From an optimization exercise on the open Yosys and OpenROAD flow, aimed at small area, a short achievable clock period and few clock cycles; shortcuts taken in it are not production practice. Function was checked by simulation only, so behaviour that the tests miss may differ from the original. Power figures rest on the tool's default switching activity, not on a simulated workload.

==> design.v <==
module pcf8583_divu (
    input  wire        clk,
    input  wire        rst,
    input  wire        start,
    input  wire [40:0] a,
    input  wire [17:0] b,
    input  wire [5:0]  n,
    output wire [40:0] quo,
    output wire [17:0] rem,
    output reg         done
);
    reg [40:0] q;
    reg [18:0] r;
    reg [17:0] d;
    reg [5:0]  cnt;
    reg        run;
    wire [19:0] trial = {r, q[40]} - {2'b00, d};
    always @(posedge clk) begin
        if (rst) begin
            run  <= 1'b0;
            done <= 1'b0;
            cnt  <= 6'd0;
            q    <= 41'd0;
            d    <= 18'd0;
            r    <= 19'd0;
        end else begin
            done <= 1'b0;
            if (start) begin
                q   <= a << (6'd41 - n);
                r   <= 19'd0;
                d   <= b;
                cnt <= n;
                run <= 1'b1;
            end else if (run) begin
                if (!trial[19]) begin
                    r <= trial[18:0];
                    q <= {q[39:0], 1'b1};
                end else begin
                    r <= {r[17:0], q[40]};
                    q <= {q[39:0], 1'b0};
                end
                cnt <= cnt - 6'd1;
                if (cnt == 6'd1) begin
                    run  <= 1'b0;
                    done <= 1'b1;
                end
            end
        end
    end
    assign quo = q;
    assign rem = r[17:0];
endmodule
module pcf8583_rtc (
    input  wire        clk,
    input  wire        rst,
    input  wire        scl_i,
    input  wire        sda_i,
    input  wire [39:0] host_now,
    input  wire [6:0]  host_cs,
    output wire        sda_o,
    output wire        busy
);
    localparam [40:0] KOFF = 41'd617564390400;    
    localparam [3:0] S_IDLE       = 4'd0;
    localparam [3:0] S_START_WAIT = 4'd1;
    localparam [3:0] S_GET_ADDR   = 4'd2;
    localparam [3:0] S_AW_ACK     = 4'd3;
    localparam [3:0] S_AR_ACK     = 4'd4;
    localparam [3:0] S_GET_REG    = 4'd5;
    localparam [3:0] S_REG_ACK    = 4'd6;
    localparam [3:0] S_READ       = 4'd7;
    localparam [3:0] S_READ_ACK   = 4'd8;
    localparam [3:0] S_WRITE      = 4'd9;
    localparam [3:0] S_WRITE_ACK  = 4'd10;
    localparam [4:0] E_IDLE   = 5'd0;
    localparam [4:0] E_MAIN   = 5'd1;
    localparam [4:0] E_P0     = 5'd2;
    localparam [4:0] E_P1     = 5'd3;
    localparam [4:0] E_P2     = 5'd4;
    localparam [4:0] E_P3     = 5'd5;
    localparam [4:0] E_P4     = 5'd6;
    localparam [4:0] E_P5     = 5'd7;
    localparam [4:0] E_P6     = 5'd8;
    localparam [4:0] E_P7     = 5'd9;
    localparam [4:0] E_D1     = 5'd10;
    localparam [4:0] E_D2     = 5'd11;
    localparam [4:0] E_MUL    = 5'd12;
    localparam [4:0] E_COMMIT = 5'd13;
    localparam [4:0] E_PSTART = 5'd14;
    localparam [4:0] E_D0     = 5'd15;
    localparam [4:0] E_D1B    = 5'd16;
    function [7:0] bcd7;
        input [6:0] v;
        begin
            bcd7 = (v / 7'd10) * 8'd16 + {1'b0, v % 7'd10};
        end
    endfunction
    function [10:0] st675;
        input [9:0] r; input b;
        reg [10:0] t;
        reg [10:0] tm;
        begin
            t = {r, b};
            tm = t - 11'd675;
            st675 = (t >= 11'd675) ? {1'b1, tm[9:0]} : {1'b0, t[9:0]};
        end
    endfunction
    function [18:0] st146097;
        input [17:0] r; input b;
        reg [18:0] t;
        reg [18:0] tm;
        begin
            t = {r, b};
            tm = t - 19'd146097;
            st146097 = (t >= 19'd146097) ? {1'b1, tm[17:0]} : {1'b0, t[17:0]};
        end
    endfunction
    function [2:0] st7;
        input [2:0] r; input b;
        reg [3:0] t;
        begin
            t = {r, b};
            st7 = (t >= 4'd7) ? t - 4'd7 : t[2:0];
        end
    endfunction
    function [11:0] st1461;
        input [10:0] r; input b;
        reg [11:0] t;
        reg [11:0] tm;
        begin
            t = {r, b};
            tm = t - 12'd1461;
            st1461 = (t >= 12'd1461) ? {1'b1, tm[10:0]} : {1'b0, t[10:0]};
        end
    endfunction
    function [8:0] st225;
        input [7:0] r; input b;
        reg [8:0] t;
        reg [8:0] tm;
        begin
            t = {r, b};
            tm = t - 9'd225;
            st225 = (t >= 9'd225) ? {1'b1, tm[7:0]} : {1'b0, t[7:0]};
        end
    endfunction
    function [4:0] st15;
        input [3:0] r; input b;
        reg [4:0] t;
        reg [4:0] tm;
        begin
            t = {r, b};
            tm = t - 5'd15;
            st15 = (t >= 5'd15) ? {1'b1, tm[3:0]} : {1'b0, t[3:0]};
        end
    endfunction
    function isleapv;
        input [7:0] v; input [1:0] c4;
        begin
            if (v[1:0] != 2'd0)      isleapv = 1'b0;
            else if (v == 8'd0)      isleapv = (c4 == 2'd0);
            else if (v == 8'd100)    isleapv = (c4 == 2'd3);
            else                     isleapv = 1'b1;
        end
    endfunction
    function [4:0] mlen;
        input [3:0] m; input lp;
        begin
            if (m == 4'd2) mlen = lp ? 5'd29 : 5'd28;
            else if (m == 4'd4 || m == 4'd6 || m == 4'd9 || m == 4'd11) mlen = 5'd30;
            else mlen = 5'd31;
        end
    endfunction
    function [8:0] cumd;
        input [3:0] m; input lp;
        reg [8:0] c;
        begin
            case (m)
                4'd1:  c = 9'd0;   4'd2:  c = 9'd31;  4'd3:  c = 9'd59;
                4'd4:  c = 9'd90;  4'd5:  c = 9'd120; 4'd6:  c = 9'd151;
                4'd7:  c = 9'd181; 4'd8:  c = 9'd212; 4'd9:  c = 9'd243;
                4'd10: c = 9'd273; 4'd11: c = 9'd304; default: c = 9'd334;
            endcase
            cumd = c + ((m >= 4'd3 && lp) ? 9'd1 : 9'd0);
        end
    endfunction
    function [2:0] cum7;
        input [3:0] m; input lp;
        reg [2:0] c;
        begin
            case (m)
                4'd1:  c = 3'd0; 4'd2:  c = 3'd3; 4'd3:  c = 3'd3;
                4'd4:  c = 3'd6; 4'd5:  c = 3'd1; 4'd6:  c = 3'd4;
                4'd7:  c = 3'd6; 4'd8:  c = 3'd2; 4'd9:  c = 3'd5;
                4'd10: c = 3'd0; 4'd11: c = 3'd3; default: c = 3'd5;
            endcase
            if (m >= 4'd3 && lp) c = (c == 3'd6) ? 3'd0 : c + 3'd1;
            cum7 = c;
        end
    endfunction
    reg [39:0] hn_r;          
    reg        rst_r;
    always @(posedge clk) begin
        rst_r <= rst;
    end
    reg        scl_q, sda_q;
    reg [3:0]  ps;
    reg [2:0]  bc;
    reg [7:0]  sh;
    reg [7:0]  ptr;
    reg        sda_reg, busy_reg;
    reg        ev_start, ev_ring, ev_time, ev_ctrl, ev_halt, ev_res;
    wire [7:0] ev_data = sh;             
    wire [7:0] ev_ptr = ptr - 8'd1;      
    reg [7:0]  nb;
    reg        nb_rdy;
    assign sda_o = sda_reg;
    assign busy  = busy_reg;
    wire op_ok    = !busy_reg;
    wire c_fall   = op_ok & scl_q & ~scl_i;
    wire c_edge   = op_ok & (scl_q ^ scl_i);
    wire d_edge   = op_ok & ~(scl_q ^ scl_i) & (sda_q ^ sda_i);
    wire c_start  = d_edge & scl_q & ~sda_i;
    wire c_stop   = d_edge & scl_q & sda_i;
    wire [7:0] shifted = {sh[6:0], sda_q};
    wire       bdone   = (bc == 3'd7);
    wire [7:0] ptr_inc = ptr + 8'd1;
    reg  [3:0] f_ps;
    reg  [2:0] f_bc;
    reg  [7:0] f_sh, f_ptr;
    reg        f_wr, f_sda;
    always @(*) begin
        f_ps  = ps;
        f_bc  = bc;
        f_sh  = sh;
        f_ptr = ptr;
        f_wr  = 1'b0;
        f_sda = 1'b1;
        case (ps)
            S_START_WAIT: f_ps = S_GET_ADDR;
            S_GET_ADDR: begin
                f_sh = shifted;
                f_bc = bc + 3'd1;
                if (bdone) begin
                    if (shifted == 8'hA0)      begin f_ps = S_AW_ACK; f_sda = 1'b0; end
                    else if (shifted == 8'hA1) begin f_ps = S_AR_ACK; f_sda = 1'b0; end
                    else                       f_ps = S_IDLE;
                end
            end
            S_AW_ACK: begin
                f_bc = 3'd0;
                f_ps = S_GET_REG;
            end
            S_GET_REG: begin
                f_sh = shifted;
                f_bc = bc + 3'd1;
                if (bdone) begin
                    f_ptr = shifted;
                    f_ps  = S_REG_ACK;
                    f_sda = 1'b0;
                end
            end
            S_REG_ACK, S_WRITE_ACK: begin
                f_bc = 3'd0;
                f_ps = S_WRITE;
            end
            S_WRITE: begin
                f_sh = shifted;
                f_bc = bc + 3'd1;
                if (bdone) begin
                    f_ptr = ptr_inc;
                    f_ps  = S_WRITE_ACK;
                    f_wr  = 1'b1;
                    f_sda = 1'b0;
                end
            end
            S_AR_ACK: begin
                f_sh  = nb;
                f_bc  = 3'd0;
                f_ps  = S_READ;
                f_sda = nb[7];
            end
            S_READ: begin
                f_bc = bc + 3'd1;
                f_sh = {sh[6:0], 1'b0};
                if (bdone) begin
                    f_ps  = S_READ_ACK;
                    f_sda = 1'b0;
                end else begin
                    f_sda = sh[6];
                end
            end
            S_READ_ACK: begin
                if (!sda_q) begin
                    f_ptr = ptr_inc;
                    f_sh  = nb;
                    f_bc  = 3'd0;
                    f_ps  = S_READ;
                    f_sda = nb[7];
                end else begin
                    f_ps = S_IDLE;
                end
            end
            default: ;
        endcase
    end
    wire w_ring = f_wr && (ptr[7:3] != 5'd0);
    wire w_time = f_wr && (ptr[7:3] == 5'd0) && (ptr[2:0] >= 3'd2) && (ptr[2:0] <= 3'd6);
    wire w_ctrl = f_wr && (ptr == 8'd0);
    reg [1983:0] ring;
    reg [7:0]    rc;
    reg [4:0]    clr_cnt;
    wire         clr = (clr_cnt != 5'd0);
    reg          pw_valid;
    reg [7:0]    pw_idx;
    reg [7:0]    pw_data;
    reg [7:0]    ws_r;        
    wire         wfire = pw_valid && (ws_r[3:0] == 4'd0);
    wire [7:0]   pw_wd = clr ? 8'd0 : pw_data;
    wire [127:0] tap_src;
    genvar gk, gi;
    generate
        for (gk = 0; gk < 16; gk = gk + 1) begin : g_tap
            localparam integer SRC = (gk == 0) ? 247 : 16 * gk - 1;
            assign tap_src[8*gk +: 8] = ring[8*SRC +: 8];
        end
        for (gi = 0; gi < 248; gi = gi + 1) begin : g_ring
            if (gi % 16 == 0) begin : g_t
                always @(posedge clk)
                    ring[8*gi +: 8] <= (clr || (wfire && ws_r[7:4] == (gi / 16))) ? pw_wd :
                                       tap_src[8*(gi/16) +: 8];
            end else begin : g_s
                always @(posedge clk)
                    ring[8*gi +: 8] <= ring[8*(gi-1) +: 8];
            end
        end
    endgenerate
    function [7:0] slot_next;
        input [7:0] idx; input [7:0] c;
        reg [8:0] s, m;
        begin
            s = {1'b0, idx} + {1'b0, c} + 9'd1;
            m = s - 9'd248;
            slot_next = m[8] ? s[7:0] : m[7:0];
        end
    endfunction
    reg [4:0]  eph;
    reg        ejob_w;        
    reg [2:0]  emode;
    reg [7:0]  wv;            
    reg [2:0]  wx;            
    reg [4:0]  ecnt;
    reg        pend, pend_add;
    reg        snap_valid;
    reg [6:0]  cs_snap;
    reg [7:0]  ctrl;
    reg        halted, am_pm;
    reg [27:0] eq;            
    reg [9:0]  r1;
    reg [17:0] r2;
    reg [6:0]  low7;
    reg [2:0]  w7;
    reg [1:0]  qb;
    reg [3:0]  mr;
    wire [11:0] dp = r2[11:0];
    wire [8:0]  dq = r1[8:0];
    wire [11:0] dr = eq[11:0];
    reg [5:0]  f_sc, f_mi;
    reg [4:0]  f_hr, f_dom;
    reg [3:0]  f_mon;
    reg [6:0]  f_w;           
    reg [1:0]  f_c4;          
    reg [2:0]  f_wd;
    reg [40:0] tb;
    wire [7:0] tgt   = (ps == S_READ || ps == S_READ_ACK) ? ptr_inc : ptr;
    wire [7:0] tidx  = {tgt[7:3] - 5'd1, tgt[2:0]};
    reg  [7:0] tgt_r, ts_r;
    wire       tring_r = (tgt_r[7:3] != 5'd0);
    wire       thit  = (ts_r[3:0] == 4'd0);
    wire [7:0] tapv  = tap_src[8*ts_r[7:4] +: 8];
    wire [7:0] tidx_r = {tgt_r[7:3] - 5'd1, tgt_r[2:0]};
    wire       pconf_r = pw_valid && (pw_idx == tidx_r);
    wire       pconf = pw_valid && (pw_idx == tidx);
    wire [4:0] h12 = (f_hr == 5'd0) ? 5'd12 : (f_hr > 5'd12) ? f_hr - 5'd12 : f_hr;
    reg  [6:0] raw7;
    reg  [7:0] ext8;
    always @(*) begin
        raw7 = 7'd0;
        ext8 = 8'd0;
        case (tgt[2:0])
            3'd1: raw7 = cs_snap;
            3'd2: raw7 = {1'b0, f_sc};
            3'd3: raw7 = {1'b0, f_mi};
            3'd4: begin
                raw7 = {2'b00, am_pm ? h12 : f_hr};
                ext8 = am_pm ? {1'b1, (f_hr >= 5'd12), 6'd0} : 8'd0;
            end
            3'd5: begin raw7 = {2'b00, f_dom}; ext8 = {f_w[1:0], 6'd0}; end
            3'd6: begin raw7 = {3'b000, f_mon}; ext8 = {f_wd + 3'd1, 5'd0}; end
            default: ;
        endcase
    end
    reg  [7:0] pre8;
    reg  [7:0] pre_ext;
    reg        pre_bcd;
    wire [7:0] regbyte = pre_bcd ? (bcd7(pre8[6:0]) | pre_ext) : pre8;
    wire       tsnap_r = (tgt_r[2:0] >= 3'd2) && (tgt_r[2:0] <= 3'd6);
    wire ld_ok = nb_rdy && (tgt == tgt_r) && !((tgt[7:3] != 5'd0) && pconf);
    wire wpre     = ejob_w && (eph != E_IDLE) && (eph != E_PSTART);
    wire proc_add = ev_halt | ev_res | ev_start | ev_time;
    wire do_commit = (eph == E_COMMIT) && !proc_add;
    wire do_pstart = (eph == E_PSTART) && !proc_add;
    reg [1:0]  add_bs;        
    always @(*) begin
        if (ev_halt)                     add_bs = 2'd1;
        else if (ev_res)                 add_bs = 2'd2;
        else if (ev_start || ev_time)    add_bs = halted ? 2'd0 : 2'd1;
        else if (eph == E_COMMIT)        add_bs = 2'd3;
        else                             add_bs = pend_add ? 2'd1 : 2'd0;
    end
    wire [40:0] hn_x  = {hn_r[39], hn_r};
    wire [40:0] add_a = tb;
    wire [40:0] add_b = (add_bs == 2'd1) ? hn_x :
                        (add_bs == 2'd2) ? ~hn_x :
                        (add_bs == 2'd3) ? {{13{eq[27]}}, eq} : 41'd0;
    wire [40:0] sum   = add_a + add_b + {40'd0, (add_bs == 2'd2)};
    wire start_direct = ev_start && !wpre;
    wire div_load = start_direct || ev_time || do_pstart;
    integer j;
    reg [9:0]  m_r1;
    reg [27:0] m_eq;
    reg [1:0]  m_q;
    reg [10:0] s1;
    always @(*) begin
        m_r1 = r1; m_eq = eq; m_q = 2'd0;
        for (j = 0; j < 2; j = j + 1) begin
            s1   = st675(m_r1, m_eq[27]);
            m_eq = {m_eq[26:0], 1'b0};
            m_r1 = s1[9:0];
            m_q  = {m_q[0], s1[10]};
        end
    end
    reg [17:0] m_r2;
    reg [2:0]  m_w7;
    reg [1:0]  m_q2;
    reg [18:0] s2;
    always @(*) begin
        m_r2 = r2; m_w7 = w7; m_q2 = 2'd0;
        for (j = 0; j < 2; j = j + 1) begin
            s2   = st146097(m_r2, qb[1 - j]);
            m_r2 = s2[17:0];
            m_q2 = {m_q2[0], s2[18]};
            m_w7 = st7(m_w7, qb[1 - j]);
        end
    end
    wire [8:0]  h1  = st225(r1[9:2], r1[1]);
    wire [8:0]  h2  = st225(h1[7:0], r1[0]);
    wire [7:0]  h_r = h2[7:0];
    wire [1:0]  h_q = {h1[8], h2[8]};
    wire [17:0] xz  = {m_r2[17:2], 2'b11};           
    reg  [3:0]  mn_r;
    reg  [2:0]  mn_q;
    reg  [4:0]  s4;
    always @(*) begin
        mn_r = mr;
        mn_q = 3'd0;
        for (j = 0; j < 3; j = j + 1) begin
            s4   = st15(mn_r, r1[9 - j]);
            mn_r = s4[3:0];
            mn_q = {mn_q[1:0], s4[4]};
        end
    end
    reg  [10:0] z_r;
    reg  [6:0]  z_eq;
    reg  [11:0] s5;
    always @(*) begin
        z_r  = r2[10:0];
        z_eq = eq[6:0];
        for (j = 0; j < 2; j = j + 1) begin
            if (eph != E_P5 || j == 0) begin
                s5   = st1461(z_r, z_eq[6]);
                z_r  = s5[10:0];
                z_eq = {z_eq[5:0], s5[11]};
            end
        end
    end
    wire [8:0] ny = r2[10:2];
    wire [3:0] mp = (ny >= 9'd337) ? 4'd11 : (ny >= 9'd306) ? 4'd10 : (ny >= 9'd275) ? 4'd9 :
                    (ny >= 9'd245) ? 4'd8  : (ny >= 9'd214) ? 4'd7  : (ny >= 9'd184) ? 4'd6 :
                    (ny >= 9'd153) ? 4'd5  : (ny >= 9'd122) ? 4'd4  : (ny >= 9'd92)  ? 4'd3 :
                    (ny >= 9'd61)  ? 4'd2  : (ny >= 9'd31)  ? 4'd1  : 4'd0;
    reg  [8:0] mstart;
    always @(*) begin
        case (mr)
            4'd0: mstart = 9'd0;   4'd1: mstart = 9'd31;  4'd2: mstart = 9'd61;
            4'd3: mstart = 9'd92;  4'd4: mstart = 9'd122; 4'd5: mstart = 9'd153;
            4'd6: mstart = 9'd184; 4'd7: mstart = 9'd214; 4'd8: mstart = 9'd245;
            4'd9: mstart = 9'd275; 4'd10: mstart = 9'd306; default: mstart = 9'd337;
        endcase
    end
    wire [8:0] dom9 = ny - mstart + 9'd1;
    wire       jan  = (mr >= 4'd10);
    wire [3:0] mon4 = jan ? mr - 4'd9 : mr + 4'd3;
    wire [3:0] wd4  = {1'b0, w7} + 4'd3;
    wire [2:0] wdn  = (wd4 >= 4'd7) ? wd4[2:0] - 3'd7 : wd4[2:0];
    wire [7:0] v_sec  = ev_data[7:4] * 8'd10 + {4'd0, ev_data[3:0]};
    wire [5:0] v_dom  = ev_data[5:4] * 6'd10 + {2'd0, ev_data[3:0]};
    wire [4:0] v_m5   = (ev_data[4] ? 5'd10 : 5'd0) + {1'b0, ev_data[3:0]};
    wire [4:0] v_m12  = (v_m5 >= 5'd24) ? v_m5 - 5'd24 : (v_m5 >= 5'd12) ? v_m5 - 5'd12 : v_m5;
    wire [5:0] v_hour = ev_data[7] ? ({1'b0, v_m12} + (ev_data[6] ? 6'd12 : 6'd0)) : v_dom;
    wire [2:0] v_wday = (ev_data[7:5] == 3'd0) ? 3'd6 : ev_data[7:5] - 3'd1;
    wire [1:0] v_ma   = (v_m5 == 5'd0) ? 2'd0 : (v_m5 <= 5'd12) ? 2'd1 :
                        (v_m5 <= 5'd24) ? 2'd2 : 2'd3;
    wire [3:0] v_mn   = (v_m5 == 5'd0) ? 4'd12 : (v_m5 <= 5'd12) ? v_m5[3:0] :
                        (v_m5 <= 5'd24) ? v_m5[3:0] - 4'd12 : 4'd1;
    reg  [7:0] wv_n;
    reg  [2:0] wx_n;
    always @(*) begin
        wx_n = 3'd0;
        case (ev_ptr[2:0])
            3'd2, 3'd3: wv_n = v_sec;
            3'd4:       wv_n = {2'd0, v_hour};
            3'd5:       begin wv_n = {2'd0, v_dom}; wx_n = {1'b0, ev_data[7:6]}; end
            default:    begin wv_n = {2'd0, v_ma, v_mn}; wx_n = v_wday; end
        endcase
    end
    wire [1:0] y4     = f_w[1:0];
    wire [3:0] lp_n = {isleapv({1'b0, f_w}, f_c4), isleapv({1'b0, f_w} - 8'd1, f_c4),
                       isleapv({1'b0, f_w} + 8'd1, f_c4), isleapv({1'b0, f_w[6:2], 2'b00}, f_c4)};
    wire lp_y   = mr[3];
    wire lp_ym1 = mr[2];
    wire lp_yp1 = mr[1];
    wire lp_b   = mr[0];
    reg  [3:0]  m1;
    reg  [1:0]  rel;          
    reg  [1:0]  y1m4;
    reg         l1;
    reg  [11:0] g_day;
    reg  [5:0]  dom_adj;      
    wire [4:0]  lm = mlen(f_mon, lp_y);
    wire [2:0]  kd = {1'b0, wx[1:0]} - {1'b0, y1m4};    
    always @(*) begin
        if (wv[5:0] == 6'd0) begin
            m1  = (f_mon == 4'd1) ? 4'd12 : f_mon - 4'd1;
            rel = (f_mon == 4'd1) ? 2'd3 : 2'd0;
        end else if (wv[5:0] <= {1'b0, lm}) begin
            m1  = f_mon;
            rel = 2'd0;
        end else begin
            m1  = (f_mon == 4'd12) ? 4'd1 : f_mon + 4'd1;
            rel = (f_mon == 4'd12) ? 2'd1 : 2'd0;
        end
        y1m4 = y4 + rel;
        l1   = (rel == 2'd1 && y4 == 2'd3) ? lp_yp1 : lp_b;
        case (kd)
            3'd1:    g_day = 12'd365;
            3'd2:    g_day = 12'd730;
            3'd3:    g_day = 12'd1095;
            3'd7:    g_day = -12'd365;
            3'd6:    g_day = -12'd730;
            3'd5:    g_day = -12'd1095;
            default: g_day = 12'd0;
        endcase
        dom_adj = {1'b0, f_dom};
        if (m1 <= 4'd2 && l1) begin
            if (wx[1:0] != 2'd0 && y1m4 == 2'd0) dom_adj = {1'b0, f_dom} - 6'd1;
            if (wx[1:0] == 2'd0 && y1m4 != 2'd0) dom_adj = {1'b0, f_dom} + 6'd1;
        end
    end
    wire [1:0]  ma = wv[5:4];
    wire [3:0]  mn = wv[3:0];
    reg  [11:0] jy;
    reg  [2:0]  jy7;
    reg         lpn;
    always @(*) begin
        case (ma)
            2'd0: begin
                jy = lp_ym1 ? -12'd366 : -12'd365; jy7 = lp_ym1 ? 3'd5 : 3'd6; lpn = lp_ym1;
            end
            2'd1: begin jy = 12'd0; jy7 = 3'd0; lpn = lp_y; end
            2'd2: begin
                jy = lp_y ? 12'd366 : 12'd365; jy7 = lp_y ? 3'd2 : 3'd1; lpn = lp_yp1;
            end
            default: begin
                jy = 12'd730 + {11'd0, lp_y} + {11'd0, lp_yp1};
                jy7 = 3'd2 + {2'd0, lp_y} + {2'd0, lp_yp1};
                lpn = 1'b0;
            end
        endcase
    end
    wire [4:0] w7s  = {2'd0, f_wd} + {2'd0, jy7} + {2'd0, cum7(mn, lpn)} +
                      5'd7 - {2'd0, cum7(f_mon, lp_y)};
    wire [2:0] wd1  = dr[4:0] % 5'd7;
    wire [11:0] dval = dp - {3'd0, dq} + dr;
    localparam [17:0] U86400 = 18'd86400;
    localparam [17:0] U3600  = 18'd3600;
    localparam [17:0] U60    = 18'd60;
    reg        ubit, unext, ulast;
    wire [4:0] ecnt1 = ecnt + 5'd1;
    always @(*) begin
        case (emode)
            3'd2:    begin ubit = (ecnt == 5'd0); unext = 1'b0;          ulast = (ecnt == 5'd0);  end
            3'd3:    begin ubit = U60[ecnt];      unext = U60[ecnt1];    ulast = (ecnt == 5'd5);  end
            3'd4:    begin ubit = U3600[ecnt];    unext = U3600[ecnt1];  ulast = (ecnt == 5'd11); end
            default: begin ubit = U86400[ecnt];   unext = U86400[ecnt1]; ulast = (ecnt == 5'd16); end
        endcase
    end
    wire hn_hold = pend || (ev_start && wpre);
    always @(posedge clk)
        if (c_start || !hn_hold) hn_r <= host_now;
    always @(posedge clk) begin
        if (rst_r) begin
            scl_q    <= 1'b1;
            sda_q    <= 1'b1;
            ps       <= S_IDLE;
            ptr      <= 8'd0;
            sda_reg  <= 1'b1;
            ev_start <= 1'b0;
            ev_ring  <= 1'b0;
            ev_time  <= 1'b0;
            ev_ctrl  <= 1'b0;
            ev_halt  <= 1'b0;
            ev_res   <= 1'b0;
        end else begin
            if (c_edge) scl_q <= scl_i;
            if (d_edge) sda_q <= sda_i;
            if (c_fall) begin
                ps      <= f_ps;
                bc      <= f_bc;
                sh      <= f_sh;
                ptr     <= f_ptr;
                sda_reg <= f_sda;
            end else if (c_start) begin
                ps      <= S_START_WAIT;
                bc      <= 3'd0;
                sda_reg <= 1'b1;
            end else if (c_stop) begin
                ps      <= S_IDLE;
                sda_reg <= 1'b1;
            end
            ev_start <= c_start;
            if (c_start) cs_snap <= host_cs;
            ev_ring  <= c_fall & w_ring;
            ev_time  <= c_fall & w_time;
            ev_ctrl  <= c_fall & w_ctrl;
            ev_halt  <= c_fall & w_ctrl & shifted[7] & !halted;
            ev_res   <= c_fall & w_ctrl & !shifted[7] & halted;
        end
    end
    always @(posedge clk) begin
        if (rst)
            busy_reg <= 1'b1;
        else if (rst_r)
            busy_reg <= 1'b0;
        else
            busy_reg <= (((ps == S_AR_ACK) || (ps == S_READ_ACK)) && !ld_ok) ||
                        ((ps == S_WRITE) && (bc == 3'd7) && (pw_valid || ev_ring ||
                         ((ptr[7:3] == 5'd0) && (ptr[2:0] != 3'd1) && (ptr[2:0] != 3'd7) &&
                          ejob_w && (eph != E_IDLE))));
    end
    always @(posedge clk) begin
        rc <= (rc == 8'd247) ? 8'd0 : rc + 8'd1;
        ws_r  <= slot_next(ev_ring ? {ev_ptr[7:3] - 5'd1, ev_ptr[2:0]} : pw_idx, rc);
        tgt_r <= tgt;
        ts_r  <= slot_next(tidx, rc);
        pre8    <= (tgt[2:0] == 3'd0) ? ctrl : {1'b0, raw7};
        pre_ext <= ext8;
        pre_bcd <= (tgt[2:0] != 3'd0) && (tgt[2:0] != 3'd7);
        if (rst_r) begin
            ctrl       <= 8'd0;
            halted     <= 1'b0;
            am_pm      <= 1'b0;
            tb         <= KOFF;
            rc         <= 8'd0;
            clr_cnt    <= 5'd16;
            pw_valid   <= 1'b0;
            nb_rdy     <= 1'b0;
            eph        <= E_IDLE;
            ejob_w     <= 1'b0;
            pend       <= 1'b0;
            snap_valid <= 1'b0;
        end else begin
            if (ev_ctrl) ctrl <= ev_data;
            if (ev_halt) begin
                tb     <= sum;
                halted <= 1'b1;
            end
            if (ev_res) begin
                tb     <= sum;
                halted <= 1'b0;
            end
            if (ev_time && ev_ptr[2:0] == 3'd4) am_pm <= ev_data[7];
            if (clr) clr_cnt <= clr_cnt - 5'd1;
            if (ev_ring) begin
                pw_valid <= 1'b1;
                pw_idx   <= {ev_ptr[7:3] - 5'd1, ev_ptr[2:0]};
                pw_data  <= ev_data;
            end else if (wfire) begin
                pw_valid <= 1'b0;
            end
            if (ev_start || ev_ring || ev_time || ev_ctrl || tgt != tgt_r) begin
                nb_rdy <= 1'b0;
            end else if (!tring_r) begin
                nb     <= regbyte;
                nb_rdy <= !tsnap_r || snap_valid;
            end else if (pconf_r) begin
                nb_rdy <= 1'b0;
            end else if (thit) begin
                nb     <= tapv;
                nb_rdy <= !clr;
            end
            if (ev_start) begin
                snap_valid <= 1'b0;
                if (wpre) begin
                    pend     <= 1'b1;
                    pend_add <= !halted;
                end else begin
                    pend <= 1'b0;
                end
            end
            if (ev_time) begin
                snap_valid <= 1'b0;
                wv    <= wv_n;
                wx    <= wx_n;
                emode <= ev_ptr[2:0];
            end
            if (div_load) begin
                ejob_w <= ev_time;
                eph    <= E_MAIN;
                ecnt   <= 5'd0;
                r1     <= {4'd0, sum[40:35]};
                eq     <= sum[34:7];
                low7   <= sum[6:0];
                r2     <= 18'd0;
                w7     <= 3'd0;
                qb     <= 2'd0;
                if (do_pstart) pend <= 1'b0;
            end else begin
                case (eph)
                    E_MAIN: begin
                        r1 <= m_r1; eq <= m_eq; qb <= m_q;
                        r2 <= m_r2; w7 <= m_w7;
                        ecnt <= ecnt + 5'd1;
                        if (ecnt == 5'd13) eph <= E_P0;
                    end
                    E_P0: begin
                        r2   <= m_r2; w7 <= m_w7;
                        qb   <= 2'b11;
                        r1   <= {h_r, low7[6:5]};
                        low7 <= {low7[4:0], 2'b00};
                        f_hr <= {3'd0, h_q};
                        eph  <= E_P1;
                    end
                    E_P1: begin
                        f_c4 <= m_q2;
                        r2   <= {7'd0, xz[17:7]};
                        eq   <= {21'd0, xz[6:0]};
                        r1   <= {h_r, low7[6:5]};
                        low7 <= {low7[4:0], 2'b00};
                        f_hr <= {f_hr[2:0], h_q};
                        eph  <= E_P2;
                    end
                    E_P2: begin
                        r2   <= {7'd0, z_r};
                        eq   <= {21'd0, z_eq};
                        mr   <= h1[7:4];
                        r1   <= {h1[3:0], r1[0], low7[6], 4'd0};
                        f_hr <= {f_hr[3:0], h1[8]};
                        eph  <= E_P3;
                    end
                    E_P3: begin
                        r2   <= {7'd0, z_r};
                        eq   <= {21'd0, z_eq};
                        mr   <= mn_r;
                        r1   <= {r1[6:0], 3'd0};
                        f_mi <= {3'd0, mn_q};
                        eph  <= E_P4;
                    end
                    E_P4: begin
                        r2   <= {7'd0, z_r};
                        eq   <= {21'd0, z_eq};
                        f_mi <= {f_mi[2:0], mn_q};
                        f_sc <= {mn_r, low7[5:4]};
                        eph  <= (ejob_w && emode <= 3'd4) ? E_D1 : E_P5;
                    end
                    E_P5: begin
                        r2  <= {7'd0, z_r};
                        eq  <= {21'd0, z_eq};
                        eph <= E_P6;
                    end
                    E_P6: begin
                        mr  <= mp;
                        eph <= E_P7;
                    end
                    E_P7: begin
                        f_dom <= dom9[4:0];
                        f_mon <= mon4;
                        f_w   <= eq[6:0] + {6'd0, jan};
                        f_wd  <= wdn;
                        if (ejob_w) begin
                            eph <= E_D0;
                        end else begin
                            eph        <= E_IDLE;
                            snap_valid <= 1'b1;
                        end
                    end
                    E_D0: begin
                        mr  <= lp_n;
                        eph <= E_D1;
                    end
                    E_D1: begin
                        case (emode)
                            3'd2: begin r2 <= {10'd0, wv}; r1 <= {4'd0, f_sc}; eq <= 28'd0; end
                            3'd3: begin r2 <= {10'd0, wv}; r1 <= {4'd0, f_mi}; eq <= 28'd0; end
                            3'd4: begin r2 <= {10'd0, wv}; r1 <= {5'd0, f_hr}; eq <= 28'd0; end
                            3'd5: begin r2 <= {10'd0, wv}; r1 <= {4'd0, dom_adj}; eq <= {16'd0, g_day}; end
                            default: begin
                                r2 <= {6'd0, jy + {3'd0, cumd(mn, lpn)}};
                                r1 <= {1'b0, cumd(f_mon, lp_y)};
                                eq <= {23'd0, w7s};
                            end
                        endcase
                        eph <= (emode == 3'd6) ? E_D1B : E_D2;
                    end
                    E_D1B: begin
                        if (emode == 3'd6) eq <= {16'd0, {9'd0, wx} - {9'd0, wd1}};
                        eph <= E_D2;
                    end
                    E_D2: begin
                        eq   <= {{16{dval[11]}}, dval};
                        ecnt <= 5'd0;
                        eph  <= E_COMMIT;
                    end
                    E_COMMIT: begin
                        if (do_commit) begin
                            if (ubit) tb <= sum;
                            if (unext) begin
                                eq   <= {eq[26:0], 1'b0};
                                ecnt <= ecnt1;
                            end else begin
                                eq   <= {eq[25:0], 2'b00};
                                ecnt <= ecnt + 5'd2;
                            end
                            if (ulast) eph <= pend ? E_PSTART : E_IDLE;
                        end
                    end
                    default: ;
                endcase
            end
        end
    end
endmodule
==> flow/run.sh <==
#!/bin/bash
# The standard layout (the standard.sh: unchanged synthesis, floorplan,
# placement, clock tree and routing) with two changes to how it is made:
#  - the port buffers are buf_2 cells (every port still gets its own buffer);
#  - the timing repair steps are asked to leave a setup margin, so that the
#    design is optimised toward a clock period shorter than the
#    constraint's. The constraint file itself is not changed.
set -euo pipefail
export BUFFER_PORTS_ARGS="-buffer_cell sky130_fd_sc_hd__buf_2"
export SETUP_SLACK_MARGIN=14.8
bash standard.sh > standard.log 2>&1
==> standard.sh <==
#!/bin/bash
# synth_recipe.tcl (not shown) runs the flow's synth.tcl, then flattens the netlist and writes it again
# the make line also repeats each setting of config.mk as NAME=value (left out here)
make -C /OpenROAD-flow-scripts/flow DESIGN_CONFIG=/design/flow/config.mk WORK_HOME=/design/flow/orfs CLKGATE_MAP_FILE= SYNTH_SCRIPT=/design/flow/synth_recipe.tcl "${@:-finish}"
==> config.mk <==
export PLATFORM = sky130hd
export DESIGN_NAME = pcf8583_rtc
export DESIGN_NICKNAME = pcf8583_rtc
export VERILOG_FILES = /design/flow/design.v
export SDC_FILE = /design/flow/constraint.sdc
export NUM_CORES = 4
export LEC_CHECK = 0
export CAP_MARGIN = 20
export CORE_MARGIN = 2
export CORE_UTILIZATION = 55
export CTS_CLUSTER_DIAMETER = 50
export CTS_CLUSTER_SIZE = 40
export SLEW_MARGIN = 20
==> constraint.sdc <==
create_clock -name core_clock -period 20.0 [get_ports {clk}]
set_input_delay 4.0000 -clock core_clock [delete_from_list [all_inputs] [get_ports {clk}]]
set_output_delay 4.0000 -clock core_clock [all_outputs]
set_load 0.01 [all_outputs]
==> summary.txt, run 1 <==
- Max FFs per register: 1,984
- Initial DRT Pass Iterations: 5
- Worst R2R Start: ev_time
- Die X-Extent: 366 um
- Final wirelength: 158,000 um
- Yosys warning total: 1
- Final setup viols: 0
- Crit path arrival time: 1240 ps
- Post-synthesis mux area share: 4.72%
- Critical path cell sequence: buf_6
- Maxcap violations: 0
- Crit-path max cell delay: 360 ps
- Drt initial violations: 3,216
- Starting density of the core: between 50% and 60%
- RSZ-0062 raised after global routing: yes
- Area grow syn2layout: 11.8%
- CTS tree: done
- Leading area contributor after synthesis: dfxtp_1
- Dpl cells: around 7,500
- Die Area: approximately 130,000 um^2
- Largest regs: ring x1984, tb x41, hn_r x40
- Startpoint types: register
- Crit path launch: sda_reg
- Antenna-violating nets left: 0
- Worst setup EP type: output port
- Post-Synth XOR/XNOR Area: 3.06%
- Clock sink total: 2,358
- Routed length per instance: 20.3 um
- Core footprint: 130,000 um^2
- Synth area leaders: dfxtp_1 (60%), edfxtp_1 (8.8%), ha_1 (3.6%), mux2i_1 (2.9%), nor2_1 (2.6%)
- Tmin final: 5240 ps
- Grt total ovfl: 0
- Via count: roughly 42,000
- Leak Pwr: 31.7 nW
- Crit-path max FO: 2
- Critical Path RT: 16,000 ps
- Worst-Skew Late Latency: roughly 800 ps
- # DRC: 0
- Largest net degree at the start of global routing: 65
- Fraction of layout cells with a size suffix above 1: 9.85%
- CTS buffer count: approximately 160
- DP Wirelength: 111,000 um
- Post-synthesis sequential area ratio: around two thirds
- Routed vias/inst: 5.33
- Post-Synthesis Cells: between 5,000 and 6,000
- DIE HEIGHT: 366 um
- Compound-Gate Fraction of Synth Area: under 10%
- Top-count cell post-synth: dfxtp_1
- CTS root buf: clkbuf_16
- Layout Cells excl Fill: 7,795
- Port Buf Inserts: 52
- Biggest register: ring
- WS Path Type: register to output port
- Maximum clock insertion buffer count: 3
- Synth Flop Type: dfxtp_1
- PD cells: about 140 nW/um^2
- Synth Area in Simple Gates: 8.32%
- Hold Buf Count CTS: 0
- Post-synth top area share: around 60%
- Final core occ: about 62%
- CTS H-Tree Depth: 4
- Worst Clk Skew: 65.7 ps
- VDD IR max: 0.146 mV
- Largest family of logic cells by synthesized area: compound AO/OA/AOI/OAI gates
- Top cells by instance count after synthesis: dfxtp_1 (2,146), nor2_1 (498), nand2_1 (344), a21oi_1 (263), o21ai_0 (220)
- Place WS: 13,650 ps
- Worst Hold Depth: 0
- Final nets: 6,201
- Post-synth EDFFs: roughly 210
- Worst path depth: 1
- Synth cell types: 105
- Final Hold Viols: 0
- Fin crit share: 26.2%
- Setup WS post-layout: 14,760 ps
- First-pass GRT wire length: 240,000 um
- Status: finished clean
- R2R cell count: 17
- Adder-Cell Fraction of Synth Area: around 4.3%
- Crit-path leading delay family: flip-flops
- Placer Congestion: 0.918
- Initial antenna violation count: 2
- Max-slew headroom: approximately 22%
- Worst-Margin Slew: 1160 ps
- Top-Level Pins: 53
- Synth Cell Area: 72,100 um^2
- Hold Crit Class: register to register
- Setup TNS: 0 ps
- FP Rows: between 100 and 150
- Total Routing Usage GR: 23.2%
- Fmax: 191 MHz
- Synthesized area per cell: between 10 and 15 um^2
- Worst-path clk slew: about 120 ps
- CP Buf/Inv Count: 1
- FF+latch count, synth: 2,358
- Vias in the first global route: 39,500
- Ys async rst share: 0%
- Fin. max-slew vios: 0
- Slowest cell on crit path: dfxtp_4
- Hold path startpoint: ring[1176]
==> stage by stage <==
stage	instance area, um^2	hold slack (ps)	total power [mW]
6_report	80600	287	11.3
5_1_grt	80600	278	11.8
4_1_cts	80300	285	11.3
3_5_place_dp	74300	312	7.70
3_3_place_gp	74200	309	7.68
2_1_floorplan	72200	310	7.03
==> power by group <==
part | internal, mW | leakage, nW | switching [mW]
Combinational | 0.978 | 9.53 | 1.53
Clock | 1.70 | 2.83 | 1.86
Sequential | 4.95 | 19.3 | 0.240
Total | 7.63 | 31.7 | 3.63
==> area by class of cell <==
cell class              instances  area [um^2]
well taps                    1742         2180
inverters                     202          762
diodes                          3         7.51
flip-flops and latches       2358        49400
repair buffers                124          835
clock buffers                 166         4000
multi-input cells            3077        21600
fillers                     10300        49200
clock inverters               123         1930
==> cells in the final DEF (no fill, tap or decap), types with 53 or more instances in the layout <==
cell type / n
a21oi_1: 256
o21ai_0: 212
a211oi_1: 63
clkbuf_16: 158
buf_4: 68
ha_1: 204
dfxtp_1: 2134
nand2_1: 343
nor2_1: 486
mux2i_1: 211
a21o_1: 53
inv_1: 195
nand3_1: 95
xnor2_1: 169
xor2_1: 81
nor3_1: 75
edfxtp_1: 212
==> path summary, 6_finish.rpt <==
kind,endpoint,slack [ps]
max reg2reg,r1[4],15020
min,ring[1184],290
max,sda_o,14760
min reg2reg,ring[1184],290
==> layer usage <==
metal	part of all wire [%]	track usage (%)	wire, um
met4	2.7	6.87	4290
met1	48	33.4	75200
met2	45	36.3	70500
met3	5.2	3.73	8260
met5	0	0	0
==> repair_timing <==
item                                    CTS  global route
endpoints found under the setup margin   59            42
pin swaps                                 0             4
setup buffers                             6            23
gates resized for setup                  26            36
==> kinds of logic (layout without fill, tap and decap cells) <==
logic type               Yosys count  after routing
buffers and inverters            408            615
other                              2              7
flip-flops                      2358           2358
AND/OR/NAND/NOR                 1311           1311
adder cells (fa/ha/maj)          232            232
XOR/XNOR                         252            252
AO/OA/AOI/OAI                    994            994
multiplexers                     284            284
Testbench counts, summed over its fixed seeds: cycles 117,989.
==> run 2, diff against run 1 <==
--- a/config.mk
+++ b/config.mk
@@ -9,5 +9,5 @@
 export CORE_MARGIN = 2
 export CORE_UTILIZATION = 55
-export CTS_CLUSTER_DIAMETER = 50
-export CTS_CLUSTER_SIZE = 40
+export CTS_CLUSTER_DIAMETER = 100
+export CTS_CLUSTER_SIZE = 24
 export SLEW_MARGIN = 20
==> run 2 against run 1 <==
  * Via count shrank 1.1%
  * Clock power shrank 32%
  * Final cell count shrank 1.9%
  * Hold slack gained 2.4 ps
  * Critical endpoint unchanged
  * Worst setup slack gained 40 ps
==> summary.txt, run 2 <==
- Status: finished clean
- Top cells by instance count after synthesis: dfxtp_1 (2,146), nor2_1 (498), nand2_1 (344), a21oi_1 (263), o21ai_0 (220)
- Crit path launch: sda_reg
- Starting density of the core: 55.6% (unchanged)
- Commonest non-fill, non-tap cell in the layout: dfxtp_1
- CTS tree: done
- PD cells: 130 nW/um^2 (-6.8%)
- Largest net degree at the start of global routing: 65 (unchanged)
- Area grow syn2layout: 7.79%
- Filler cells: 10,600 (+2.9%)
- Clk network pwr share: 24.0% (-7.6 points)
- Worst R2R Setup Slack: 15,030 ps (about the same)
- Critical path cell sequence: buf_6
- Crit-path max cell delay: 370 ps (about the same)
- Slowest cell on crit path: dfxtp_4
- Hold path startpoint: ring[335]
- Synthesized area per cell: 12.4 um^2 (unchanged)
- CP Buf/Inv Count: 1 (unchanged)
- Clock sink total: 2,358 (unchanged)
- Crit-path max FO: 2 (unchanged)
- Worst Hold Depth: 0 (unchanged)
- Die Area: 134,000 um^2 (unchanged)
- Final setup viols: 0 (unchanged)
- Met3 WL: 7350 um (-11%)
- Routed length per instance: 20.6 um (+1.3%)
- WS Path Type: register to output port
- Synth Cell Area: 72,100 um^2 (unchanged)
- Fin crit share: 26.0% (-0.20 points)
- Startpoint types: register
- Fmax: 192 MHz (+0.77%)
- CTS H-Tree Depth: 3 (-1)
- Metal2 WL: 70,100 um (-0.50%)
- DIE HEIGHT: 366 um (unchanged)
- Vias in the first global route: 38,900 (-1.4%)
- Leading area contributor after synthesis: dfxtp_1
- Biggest register: ring
- Maximum clock insertion buffer count: 3 (unchanged)
- Fraction of layout cells with a size suffix above 1: 7.27% (-2.6 points)
- Yosys warning total: 1 (unchanged)
- Total power: 10.1 mW (-10%)
- Top-count cell post-synth: dfxtp_1
- Antenna-violating nets left: 0 (unchanged)
- Most frequent cells in the layout: dfxtp_1 (2,134), nor2_1 (486), nand2_1 (343)
- Leak Pwr: 30.3 nW (-4.3%)
- Drt initial violations: 3,251 (+1.1%)
- Initial antenna violation count: 4 (+2)
- # DRC: 0 (unchanged)
- Grt total ovfl: 0 (unchanged)
- Maxcap violations: 0 (unchanged)
- Post-synth EDFFs: 212 (unchanged)
- FP Rows: 132 (unchanged)
- Final nets: 6,151 (-0.81%)
- CTS buffer count: 110 (-29%)
- Synth Flop Type: dfxtp_1
- Synth area leaders: dfxtp_1 (60%), edfxtp_1 (8.8%), ha_1 (3.6%), mux2i_1 (2.9%), nor2_1 (2.6%)
- Pint: 6.94 mW (-9.0%)
- Crit path arrival time: 1200 ps (-40 ps)
- Post-Synthesis Cells: 5,841 (unchanged)
- Worst path depth: 1 (unchanged)
- CP endpoint: sda_o
- Hold Buf Count CTS: 0 (unchanged)
- RSZ-0062 raised after global routing: yes
- First-pass GRT wire length: 238,000 um (-0.72%)
- Worst-Margin Slew: 1130 ps (-37.2 ps)
- Comb pwr share: 24.7% (+2.4 points)
- VDD IR max: 0.0990 mV (-32%)
- Initial DRT Pass Iterations: 8 (+3)
- Switching power: 3.18 mW (-12%)
- Placer Congestion: 0.918 (unchanged)
- Top-Level Pins: 53 (unchanged)
- Worst-Skew Late Latency: 780 ps (-30 ps)
- Largest regs: ring x1984, tb x41, hn_r x40
- Worst R2R Start: r1[9]
- Post-synthesis sequential area ratio: 68.4% (unchanged)
- Hold Crit Class: register to register
- Routed vias/inst: 5.38 (+0.90%)
- DP Wirelength: 111,000 um (unchanged)
- Critical Path RT: 16,000 ps (about the same)
- Worst Clk Skew: 75.3 ps (+9.64 ps)
- Sequential power share: 51.3% (+5.2 points)
- Core footprint: 130,000 um^2 (unchanged)
- Final Hold Viols: 0 (unchanged)
- Max-slew headroom: 24.6% (+2.5 points)
- Reg2Reg Capture Point: mstart[1]
- Total Routing Usage GR: 23.0% (-0.22 points)
- Crit-path leading delay family: flip-flops
- WL met1: 75,200 um (about the same)
- R2R cell count: 18 (+1)
- Sw Share: 31.4% (-0.86 points)
- Max FFs per register: 1,984 (unchanged)
- Worst-path clk slew: 90 ps (-30 ps)
- Tmin final: 5200 ps (-40.2 ps)
- Final wirelength: 157,000 um (-0.69%)
- Die X-Extent: 366 um (unchanged)
- Via count: 41,100 (-1.1%)
- Setup TNS: 0 ps (unchanged)
- FF+latch count, synth: 2,358 (unchanged)
- Fin. max-slew vios: 0 (unchanged)
- Synth cell types: 105 (unchanged)
- Uppermost layer routed: met4
- CTS root buf: clkbuf_16
- Ys async rst share: 0% (unchanged)
- Port Buf Inserts: 52 (unchanged)
- Worst setup EP type: output port
- Post-synth top area share: 59.6% (unchanged)
## run 2: cell types whose count changed in the layout (fill, tap and decap cells not counted), moves of 7 or more
cell	before	now
clkbuf_16	158	110
inv_8	17	0
clkinv_8	17	1
inv_16	16	1
inv_6	16	1
inv_12	16	2
clkbuf_1	6	19
clkinv_4	11	0
clkinv_16	14	6
clkinvlp_4	8	1
## run 2: worst min-delay path by stage
stage | to | slack (ps)
after floorplan | ring[1000] | 310
after global placement | ring[629] | 310
after detailed placement | ring[1039] | 310
after CTS | ring[343] | 290
after global routing | ring[343] | 290
final | ring[343] | 290
## run 2: cells by family after synthesis
group / after synthesis / share of synthesized area (%)
AO/OA/AOI/OAI: 994 / 9.02
XOR/XNOR: 252 / 3.06
adder cells (fa/ha/maj): 232 / 4.30
buffers and inverters: 408 / 2.19
flip-flops: 2358 / 68.4
multiplexers: 284 / 4.72
other: 2 / 0.0104
AND/OR/NAND/NOR: 1311 / 8.32
## run 2: routing by layer
layer	track usage [%]	up-vias
met1	33.5	19800
met3	3.05	247
met2	36.3	1016
li1	-	20000
met5	0	-
met4	6.15	0
## run 2: through the flow
step | hold WS (ps) | area (um^2) | std cells | util [%] | setup slack [ps]
2_1_floorplan | 310 | 72200 | 5843 | - | 14770
5_1_grt | 289 | 77800 | 7641 | 59.9 | 14720
3_3_place_gp | 309 | 74200 | 7473 | 57.2 | 13720
3_5_place_dp | 312 | 74300 | 7473 | 57.2 | 13650
4_1_cts | 285 | 77500 | 7623 | 59.7 | 14750
6_report | 290 | 77800 | 7643 | 59.9 | 14800
## run 2: layout make-up
| type | instances | area (um^2) | share of cell area [%] |
|---|---|---|---|
| Sequential cell | 2358 | 49400 | 63.5 |
| Multi-Input combinational cell | 3077 | 21600 | 27.7 |
| Clock buffer | 129 | 2820 | 3.63 |
| Tap cell | 1742 | 2180 | 2.80 |
| Timing Repair Buffer | 119 | 797 | 1.02 |
| Inverter | 202 | 762 | 0.980 |
| Clock inverter | 14 | 273 | 0.351 |
| Antenna cell | 2 | 5.00 | 0.00644 |
## run 2: power groups by stage
stage          Clock, mW  Sequential (mW)  Combinational [mW]
6_report            2.43             5.19                2.50
5_1_grt             2.68             5.20                2.74
4_1_cts             2.52             5.18                2.43
3_5_place_dp           0             5.30                2.40
3_3_place_gp           0             5.30                2.38
2_1_floorplan          0             5.13                1.90
## run 2: repair_timing
action                     in CTS  in global routing
setup endpoints to repair      58                 39
resized for setup              27                 31
setup buffers                   7                 17
pin swaps                       0                  4
==> run 3, diff against run 2 <==
--- a/design.v
+++ b/design.v
@@ -654,7 +654,7 @@
         else
             busy_reg <= (((ps == S_AR_ACK) || (ps == S_READ_ACK)) && !ld_ok) ||
-                        ((ps == S_WRITE) && (bc == 3'd7) && (pw_valid || ev_ring ||
+                        ((ps == S_WRITE) && (bc == 3'd7) && (scl_q || scl_i) && (pw_valid || ev_ring ||
                          ((ptr[7:3] == 5'd0) && (ptr[2:0] != 3'd1) && (ptr[2:0] != 3'd7) &&
-                          ejob_w && (eph != E_IDLE))));
+                          ejob_w && (eph != E_IDLE) && !(!pend && eph == E_COMMIT && ulast))));
     end
     always @(posedge clk) begin
==> run 3 against run 2 <==
  * Still clean on timing, DRC and antenna
  * Via count is 1.8% higher
  * Utilization is 0.24 points lower
  * Wire length is 1.4% lower
  * Critical endpoint is now busy
  * Highest routed layer unchanged
==> summary.txt, run 3 <==
- Largest family of logic cells by synthesized area: compound AO/OA/AOI/OAI gates
- R2R cell count: 23 (+5)
- Worst-Margin Slew: 1230 ps (+99.8 ps)
- Top-count cell post-synth: dfxtp_1
- Post-Synth XOR/XNOR Area: 3.26% (+0.20 points)
- Worst R2R Setup Slack: 15,030 ps (about the same)
- CP Buf/Inv Count: 1 (unchanged)
- Leak Pwr: 30.4 nW (+0.38%)
- Post-Synthesis Cells: 5,871 (+0.51%)
- FP Rows: 133 (+0.76%)
- Worst R2R Start: f_mon[0]
- Vias in the first global route: 39,400 (+1.1%)
- Post-synthesis mux area share: 4.44% (-0.28 points)
- Worst-path clk slew: 90 ps (about the same)
- Hold Crit Class: register to register
- Crit-path max FO: 2 (unchanged)
- Critical Path RT: 16,000 ps (about the same)
- Hold Buf Count CTS: 0 (unchanged)
- Core footprint: 131,000 um^2 (+1.0%)
- Startpoint types: register
- Final setup viols: 0 (unchanged)
- Worst Hold Depth: 0 (unchanged)
- Final wirelength: 155,000 um (-1.4%)
- Post-synth EDFFs: 212 (unchanged)
- PD cells: 132 nW/um^2 (+1.6%)
- Uppermost layer routed: met4
- Post-synth top area share: 59.3% (-0.22 points)
- Max-slew headroom: 17.9% (-6.7 points)
- Initial antenna violation count: 4 (unchanged)
- Synth Flop Type: dfxtp_1
- Met3 WL: 8000 um (+8.8%)
- Initial DRT Pass Iterations: 6 (-2)
- Hold path startpoint: ring[901]
- Setup TNS: 0 ps (unchanged)
- RSZ-0062 raised after global routing: yes
- Synth Cell Area: 72,400 um^2 (+0.37%)
- Top-Level Pins: 53 (unchanged)
- Total Routing Usage GR: 22.6% (-0.39 points)
- CTS tree: done
- Via count: 41,800 (+1.8%)
- Maxcap violations: 0 (unchanged)
- Tmin final: 5230 ps (+30.6 ps)
- Worst Clk Skew: 45.6 ps (-29.7 ps)
- Compound-Gate Fraction of Synth Area: 9.64% (+0.62 points)
- CTS H-Tree Depth: 3 (unchanged)
- Drt initial violations: 3,086 (-5.1%)
- DIE HEIGHT: 367 um (+0.18%)
- Routed vias/inst: 5.44 (+1.2%)
- Synth cell types: 103 (-1.9%)
- Area grow syn2layout: 8.05%
- Worst-Skew Late Latency: 790 ps (about the same)
- DP Wirelength: 108,000 um (-2.8%)
- Critical path cell sequence: buf_6
- Grt total ovfl: 0 (unchanged)
- Final nets: 6,188 (+0.60%)
- Antenna-violating nets left: 0 (unchanged)
- Synth Area in Simple Gates: 8.05% (-0.26 points)
- Reg2Reg Capture Point: eq[4]
- Most frequent cells in the layout: dfxtp_1 (2,133), nor2_1 (450), nand2_1 (320)
- VDD IR max: 0.109 mV (+9.7%)
- Fin. max-slew vios: 0 (unchanged)
- Biggest register: ring
- CTS root buf: clkbuf_16
- Leading area contributor after synthesis: dfxtp_1
- Largest net degree at the start of global routing: 72 (+11%)
- Commonest non-fill, non-tap cell in the layout: dfxtp_1
- Maximum clock insertion buffer count: 3 (unchanged)
- FF+latch count, synth: 2,358 (unchanged)
- # DRC: 0 (unchanged)
- Adder-Cell Fraction of Synth Area: 4.32% (+0.019 points)
- Synth area leaders: dfxtp_1 (59%), edfxtp_1 (8.8%), ha_1 (3.6%), mux2i_1 (2.8%), nor2_1 (2.4%)
- # diodes: 0 (-2)
- Fraction of layout cells with a size suffix above 1: 7.86% (+0.58 points)
- Max FFs per register: 1,984 (unchanged)
- First-pass GRT wire length: 236,000 um (-0.77%)
- Fmax: 191 MHz (-0.58%)
- Ys async rst share: 0% (unchanged)
- Top cells by instance count after synthesis: dfxtp_1 (2,146), nor2_1 (469), nand2_1 (323), a21oi_1 (297), o21ai_0 (230)
- Post-synthesis sequential area ratio: 68.1% (-0.25 points)
- CTS buffer count: 110 (unchanged)
- Die Area: 135,000 um^2 (+0.37%)
- Port Buf Inserts: 52 (unchanged)
- Worst setup EP type: output port
- Crit-path leading delay family: flip-flops
- Final Hold Viols: 0 (unchanged)
- Total power: 10.3 mW (+2.2%)
- Status: finished clean
- Yosys warning total: 1 (unchanged)
- Routed length per instance: 20.2 um (-1.9%)
- Metal2 WL: 69,400 um (-1.0%)
- Placer Congestion: 0.914 (-0.50%)
- Slowest cell on crit path: dfxtp_4
- Starting density of the core: 55.2% (-0.35 points)
- Hold Path End: ring[909]
- Crit-path max cell delay: 360 ps (about the same)
- Clock sink total: 2,358 (unchanged)
- Fin crit share: 26.1% (+0.15 points)
- WL met1: 73,000 um (-3.0%)
- Largest regs: ring x1984, tb x41, hn_r x40
- Synthesized area per cell: 12.3 um^2 (-0.14%)
- Die X-Extent: 367 um (+0.18%)
- Worst path depth: 1 (unchanged)
- Crit path arrival time: 1230 ps (+30 ps)
- WS Path Type: register to output port
==> run 3: layer usage <==
layer,vias to the layer above,global-route usage (%)
li1,20300,-
met1,20200,32.7
met2,1149,35.5
met3,244,3.03
met4,0,6.98
met5,-,0
==> run 3: layout make-up <==
cell class                      instances  area, um^2
Sequential cell                      2358       49400
Inverter                              196         742
Timing Repair Buffer                  126         853
Fill cell                           10800       52900
Multi-Input combinational cell       3111       22000
Clock inverter                         11         250
Clock buffer                          129        2870
Tap cell                             1755        2200
==> run 3: kinds of logic after synthesis <==
kind of cell / after synthesis
flops: 2358
simple gates: 1266
compound gates: 1070
buf+inv: 405
xor+xnor: 269
mux: 267
fa+ha+maj: 234
other cells: 2
==> run 3: worst max path at each step <==
| stage | startpoint | slack [ps] | endpoint |
|---|---|---|---|
| global route | busy_reg | 14710 | busy |
| global placement | eph[0] | 13700 | eq[26] |
| floorplan | scl_i | 14810 | ps[3] |
| finish | busy_reg | 14770 | busy |
| CTS | busy_reg | 14700 | busy |
| detailed placement | eph[0] | 13410 | eq[26] |
==> run 3: per-stage QoR <==
step	hold WS, ps	worst slack [ps]	cell area (um^2)	instances	utilization [%]
6_report	298	14770	78200	7686	59.7
5_1_grt	308	14710	78200	7686	59.7
4_1_cts	296	14700	77900	7660	59.4
3_5_place_dp	312	13410	74600	7513	56.9
3_3_place_gp	310	13700	74600	7513	56.9
2_1_floorplan	310	14810	72500	5873	-
==> run 3: worst reg2reg max path, delay by kind of cell (launching register included) <==
| family | cells | cell delay [ps] |
|---|---|---|
| AOI/OAI and AO/OA | 11 | 1660 |
| adders and majority gates | 4 | 1220 |
| xor gates and xnor gates | 2 | 410 |
| DFF | 1 | 430 |
| and+or+nand+nor | 5 | 850 |
| buffers and inverters | 1 | 180 |
==> run 3: what timing repair did <==
action	in CTS	in global routing
pin swaps	2	8
endpoints found under the setup margin	70	46
cloned	0	2
gates resized for setup	37	43
buffers inserted	7	23
==> run 3: power breakdown <==
part	switching (mW)	total [mW]	internal, mW
combinational	1.67	2.70	1.03
sequential	0.240	5.20	4.97
clock	1.40	2.43	1.03
Testbench counts of run 3, summed over its fixed seeds: cycles 117,733.
==> run 4, diff against run 3 <==
--- a/design.v
+++ b/design.v
@@ -485,8 +485,9 @@
     end
     wire [8:0] ny = r2[10:2];
-    wire [3:0] mp = (ny >= 9'd337) ? 4'd11 : (ny >= 9'd306) ? 4'd10 : (ny >= 9'd275) ? 4'd9 :
-                    (ny >= 9'd245) ? 4'd8  : (ny >= 9'd214) ? 4'd7  : (ny >= 9'd184) ? 4'd6 :
-                    (ny >= 9'd153) ? 4'd5  : (ny >= 9'd122) ? 4'd4  : (ny >= 9'd92)  ? 4'd3 :
-                    (ny >= 9'd61)  ? 4'd2  : (ny >= 9'd31)  ? 4'd1  : 4'd0;
+    wire [8:0] ny_n = z_r[10:2];
+    wire [3:0] mp = (ny_n >= 9'd337) ? 4'd11 : (ny_n >= 9'd306) ? 4'd10 : (ny_n >= 9'd275) ? 4'd9 :
+                    (ny_n >= 9'd245) ? 4'd8  : (ny_n >= 9'd214) ? 4'd7  : (ny_n >= 9'd184) ? 4'd6 :
+                    (ny_n >= 9'd153) ? 4'd5  : (ny_n >= 9'd122) ? 4'd4  : (ny_n >= 9'd92)  ? 4'd3 :
+                    (ny_n >= 9'd61)  ? 4'd2  : (ny_n >= 9'd31)  ? 4'd1  : 4'd0;
     reg  [8:0] mstart;
     always @(*) begin
@@ -525,6 +526,7 @@
     end
     wire [1:0] y4     = f_w[1:0];
-    wire [3:0] lp_n = {isleapv({1'b0, f_w}, f_c4), isleapv({1'b0, f_w} - 8'd1, f_c4),
-                       isleapv({1'b0, f_w} + 8'd1, f_c4), isleapv({1'b0, f_w[6:2], 2'b00}, f_c4)};
+    wire [6:0] w_n  = eq[6:0] + {6'd0, jan};
+    wire [3:0] lp_n = {isleapv({1'b0, w_n}, f_c4), isleapv({1'b0, w_n} - 8'd1, f_c4),
+                       isleapv({1'b0, w_n} + 8'd1, f_c4), isleapv({1'b0, w_n[6:2], 2'b00}, f_c4)};
     wire lp_y   = mr[3];
     wire lp_ym1 = mr[2];
@@ -786,7 +788,4 @@
                         r2  <= {7'd0, z_r};
                         eq  <= {21'd0, z_eq};
-                        eph <= E_P6;
-                    end
-                    E_P6: begin
                         mr  <= mp;
                         eph <= E_P7;
@@ -795,8 +794,9 @@
                         f_dom <= dom9[4:0];
                         f_mon <= mon4;
-                        f_w   <= eq[6:0] + {6'd0, jan};
+                        f_w   <= w_n;
                         f_wd  <= wdn;
                         if (ejob_w) begin
-                            eph <= E_D0;
+                            mr  <= lp_n;
+                            eph <= E_D1;
                         end else begin
                             eph        <= E_IDLE;
@@ -804,8 +804,4 @@
                         end
                     end
-                    E_D0: begin
-                        mr  <= lp_n;
-                        eph <= E_D1;
-                    end
                     E_D1: begin
                         case (emode)
==> run 4 against run 3 <==
  * Register-to-register slack lost 80 ps
  * Clock-buffer cell count down 3
  * Worst setup slack better by 38 ps
  * Sequential share of layout area shrank 0.87 points
==> summary.txt, run 4 <==
- Post-synth EDFFs: 207 (-2.4%)
- Ys async rst share: 0% (unchanged)
- Largest net degree at the start of global routing: 69 (-4.2%)
- Leading area contributor after synthesis: dfxtp_1
- Storage element area: 49,200 um^2 (-0.28%)
- Post-synthesis sequential area ratio: 67.9% (-0.20 points)
- Worst-path clk slew: 90 ps (about the same)
- Post-synthesis mux area share: 4.62% (+0.19 points)
- Clock sink total: 2,353 (-0.21%)
- Slowest cell on crit path: dfxtp_4
- Routed vias/inst: 5.43 (-0.25%)
- Adder-Cell Fraction of Synth Area: 4.34% (+0.014 points)
- Die Area: 135,000 um^2 (about the same)
- Crit path launch: busy_reg
- CTS H-Tree Depth: 3 (unchanged)
- Filler cells: 10,700 (-0.39%)
- Max-slew headroom: 27.8% (+9.8 points)
- Tmin final: 5190 ps (-37.6 ps)
- CTS tree: done
- Total power: 10.4 mW (+0.57%)
- Yosys warning total: 1 (unchanged)
- Top-Level Pins: 53 (unchanged)
- Crit-path leading delay family: flip-flops
- Biggest register: ring
- Crit-path max cell delay: 350 ps (about the same)
- DP Wirelength: 108,000 um (+0.81%)
- Commonest non-fill, non-tap cell in the layout: dfxtp_1
- Critical Path RT: 16,000 ps (about the same)
- Top cells by instance count after synthesis: dfxtp_1 (2,146), nor2_1 (538), nand2_1 (314), a21oi_1 (303), o21ai_0 (246)
- Core footprint: 131,000 um^2 (unchanged)
- Max FFs per register: 1,984 (unchanged)
- CTS root buf: clkbuf_16
- Final nets: 6,302 (+1.8%)
- DIE HEIGHT: 367 um (about the same)
- Hold Crit Class: register to register
- Area grow syn2layout: 9.25%
- Synth area leaders: dfxtp_1 (59%), edfxtp_1 (8.6%), ha_1 (3.6%), mux2i_1 (2.8%), nor2_1 (2.8%)
- Via count: 42,300 (+1.2%)
- Total Routing Usage GR: 22.9% (+0.32 points)
- RSZ-0062 raised after global routing: yes
- Vias in the first global route: 39,900 (+1.4%)
- Hold slack: 283 ps (-15.7 ps)
- Worst-Margin Slew: 1080 ps (-144 ps)
- Critical path cell sequence: buf_6
- Place WS: 13,340 ps (-77.2 ps)
- Port Buf Inserts: 52 (unchanged)
- Synth Cell Area: 72,400 um^2 (about the same)
- Synth Area in Simple Gates: 8.04% (-0.015 points)
- Reg2Reg Capture Point: mstart[0]
- Die X-Extent: 367 um (about the same)
- Startpoint types: register
- Worst path depth: 1 (unchanged)
- Fin. max-slew vios: 0 (unchanged)
- R2R cell count: 21 (-8.7%)
- Final setup viols: 0 (unchanged)
- Hold Buf Count CTS: 0 (unchanged)
- WS Path Type: register to output port
- Worst-Skew Late Latency: 780 ps (about the same)
- Largest family of logic cells by synthesized area: compound AO/OA/AOI/OAI gates
- Status: finished clean
- Post-Synthesis Cells: 5,918 (+0.80%)
- Final Hold Viols: 0 (unchanged)
- FF+latch count, synth: 2,353 (-0.21%)
- Crit path arrival time: 1190 ps (-40 ps)
- Synthesized area per cell: 12.2 um^2 (-0.80%)
- CTS buffer count: 110 (unchanged)
- PD cells: 132 nW/um^2 (-0.53%)
- Fraction of layout cells with a size suffix above 1: 9.40% (+1.5 points)
- Starting density of the core: 55.2% (about the same)
- Leak Pwr: 31.1 nW (+2.3%)
- Compound-Gate Fraction of Synth Area: 9.66% (+0.016 points)
- CP Buf/Inv Count: 1 (unchanged)
- Post-Synth XOR/XNOR Area: 3.25% (-0.015 points)
- Worst Clk Skew: 63.4 ps (+17.8 ps)
- Initial antenna violation count: 3 (-1)
- Setup TNS: 0 ps (unchanged)
- Final core occ: 60.3% (+0.66 points)
- FP Rows: 133 (unchanged)
- Antenna-violating nets left: 0 (unchanged)
- Largest regs: ring x1984, tb x41, hn_r x40
- Crit-path max FO: 2 (unchanged)
- Synth cell types: 96 (-6.8%)
- Fin crit share: 26.0% (-0.19 points)
- Synth Flop Type: dfxtp_1
- CP endpoint: busy
- Placer Congestion: 0.917 (+0.35%)
- Worst R2R Start: r2[0]
- Routed length per instance: 20.2 um (+0.35%)
- Final wirelength: 158,000 um (+1.8%)
- Top-count cell post-synth: dfxtp_1
- Most frequent cells in the layout: dfxtp_1 (2,131), nor2_1 (513), nand2_1 (310)
- Worst R2R Setup Slack: 14,950 ps (-80 ps)
- Maximum clock insertion buffer count: 3 (unchanged)
- Post-synth top area share: 59.3% (about the same)
- Footprint of the multi-input gates: 22,400 um^2 (+1.9%)
- Setup WS post-layout: 14,810 ps (+37.6 ps)
- # diodes: 0 (unchanged)
- Initial DRT Pass Iterations: 6 (unchanged)
- Drt initial violations: 3,600 (+17%)
- Worst setup EP type: output port
- # DRC: 0 (unchanged)
- Maxcap violations: 0 (unchanged)
- First-pass GRT wire length: 239,000 um (+1.2%)
- VDD IR max: 0.104 mV (-3.9%)
- Fmax: 193 MHz (+0.72%)
- Grt total ovfl: 0 (unchanged)
-- run 4: cell count changes in the layout (fill, tap and decap cells not counted), sizes merged, moves of 12 or more --
cell    previous run  this run
xnor2            190       175
a221oi            51        30
and3              22        38
inv              195       210
nor2             471       539
xor2              79        91
buf              125       188
-- run 4: stage by stage --
step                instances  cell area (um^2)
finish                   7799             79100
global route             7799             79100
CTS                      7742             78300
detailed placement       7569             74600
global placement         7569             74600
floorplan                5918             72500
-- run 4: final cells by class --
type	instances	area share (%)
repair buffers	189	1.72
flip-flops and latches	2353	62.2
clock inverters	13	0.345
multi-input cells	3152	28.3
inverters	211	1.02
well taps	1755	2.78
clock buffers	126	3.61
-- run 4: cell families after synthesis --
| logic type | count (synthesis) |
|---|---|
| buf+inv | 413 |
| xor+xnor | 267 |
| mux | 273 |
| simple gates | 1294 |
| compound gates | 1083 |
| flops | 2353 |
| fa+ha+maj | 235 |
-- run 4: worst reg2reg max path, delay by kind of cell (launching register included) --
family	cells	cell delay, ps
simple gates	4	660
compound gates	11	2610
mux	1	320
buf+inv	3	430
flops	1	500
fa+ha+maj	2	450
-- run 4: what timing repair did --
| action | in CTS | in global routing |
|---|---|---|
| endpoints found under the hold margin | 0 | 0 |
| setup endpoints to repair | 96 | 82 |
| resized for setup | 58 | 94 |
| pin swaps | 10 | 34 |
| buffers inserted | 33 | 57 |
| cloned | 1 | 0 |
-- run 4: power by group --
group / leakage, nW / switching [mW] / internal (mW)
Clock: 1.52 / 1.41 / 1.04
Combinational: 10.3 / 1.74 / 1.12
Sequential: 19.3 / 0.167 / 4.93
Total: 31.1 / 3.32 / 7.09
-- run 4: worst min-delay path by stage --
stage	from	end	depth (start not counted)
2_1_floorplan	ring[992]	ring[1000]	0
3_3_place_gp	ring[1096]	ring[1104]	0
3_5_place_dp	ring[1034]	ring[1042]	0
4_1_cts	ring[89]	ring[97]	0
5_1_grt	ring[1692]	ring[1700]	0
6_report	ring[89]	ring[97]	0
-- run 4: metal layers --
layer	up-vias	track usage [%]	routed length [um]
li1	20500	-	-
met1	20400	33.2	74100
met2	1168	36.0	70600
met3	259	2.81	8000
met4	0	7.43	5040
met5	-	0	0
Testbench counts of run 4, summed over its fixed seeds: cycles 117,644.

## what the ideal ports hide
The results above use ideal ports. As a check the final layouts listed here were re-extracted and re-timed, cells and wires unchanged. Step 1 sets driving cells, clkbuf_16 on the clock port and buf_2 on the other inputs (assumed; they add their load-dependent delay and slew). Step 2 also shifts input and output timing later by t, the mid clock arrival at the registers, as if the neighbouring blocks saw the same clock. a / b / c = no drivers / after step 1 / after step 2; a / b = the first two.
run	shift t [ns]	setup WS [ns]	worst setup path after step 2	clock arrival spread, ns	worst slew at a driven data input, ns
run 1	0.863	14.761 / 14.679 / 14.303	input to register	0.073 / 0.073	0.06
run 2	0.820	14.801 / 14.726 / 14.355	input to register	0.078 / 0.078	0.06
run 3	0.826	14.771 / 14.700 / 14.183	input to register	0.071 / 0.071	0.05
run 4	0.825	14.808 / 14.733 / 14.152	input to register	0.071 / 0.071	0.06
After both steps setup and hold are still met in every run listed. For run 4, which loses most, drivers alone change the setup slack by -0.075 ns; drivers and shift together by -0.656 ns.
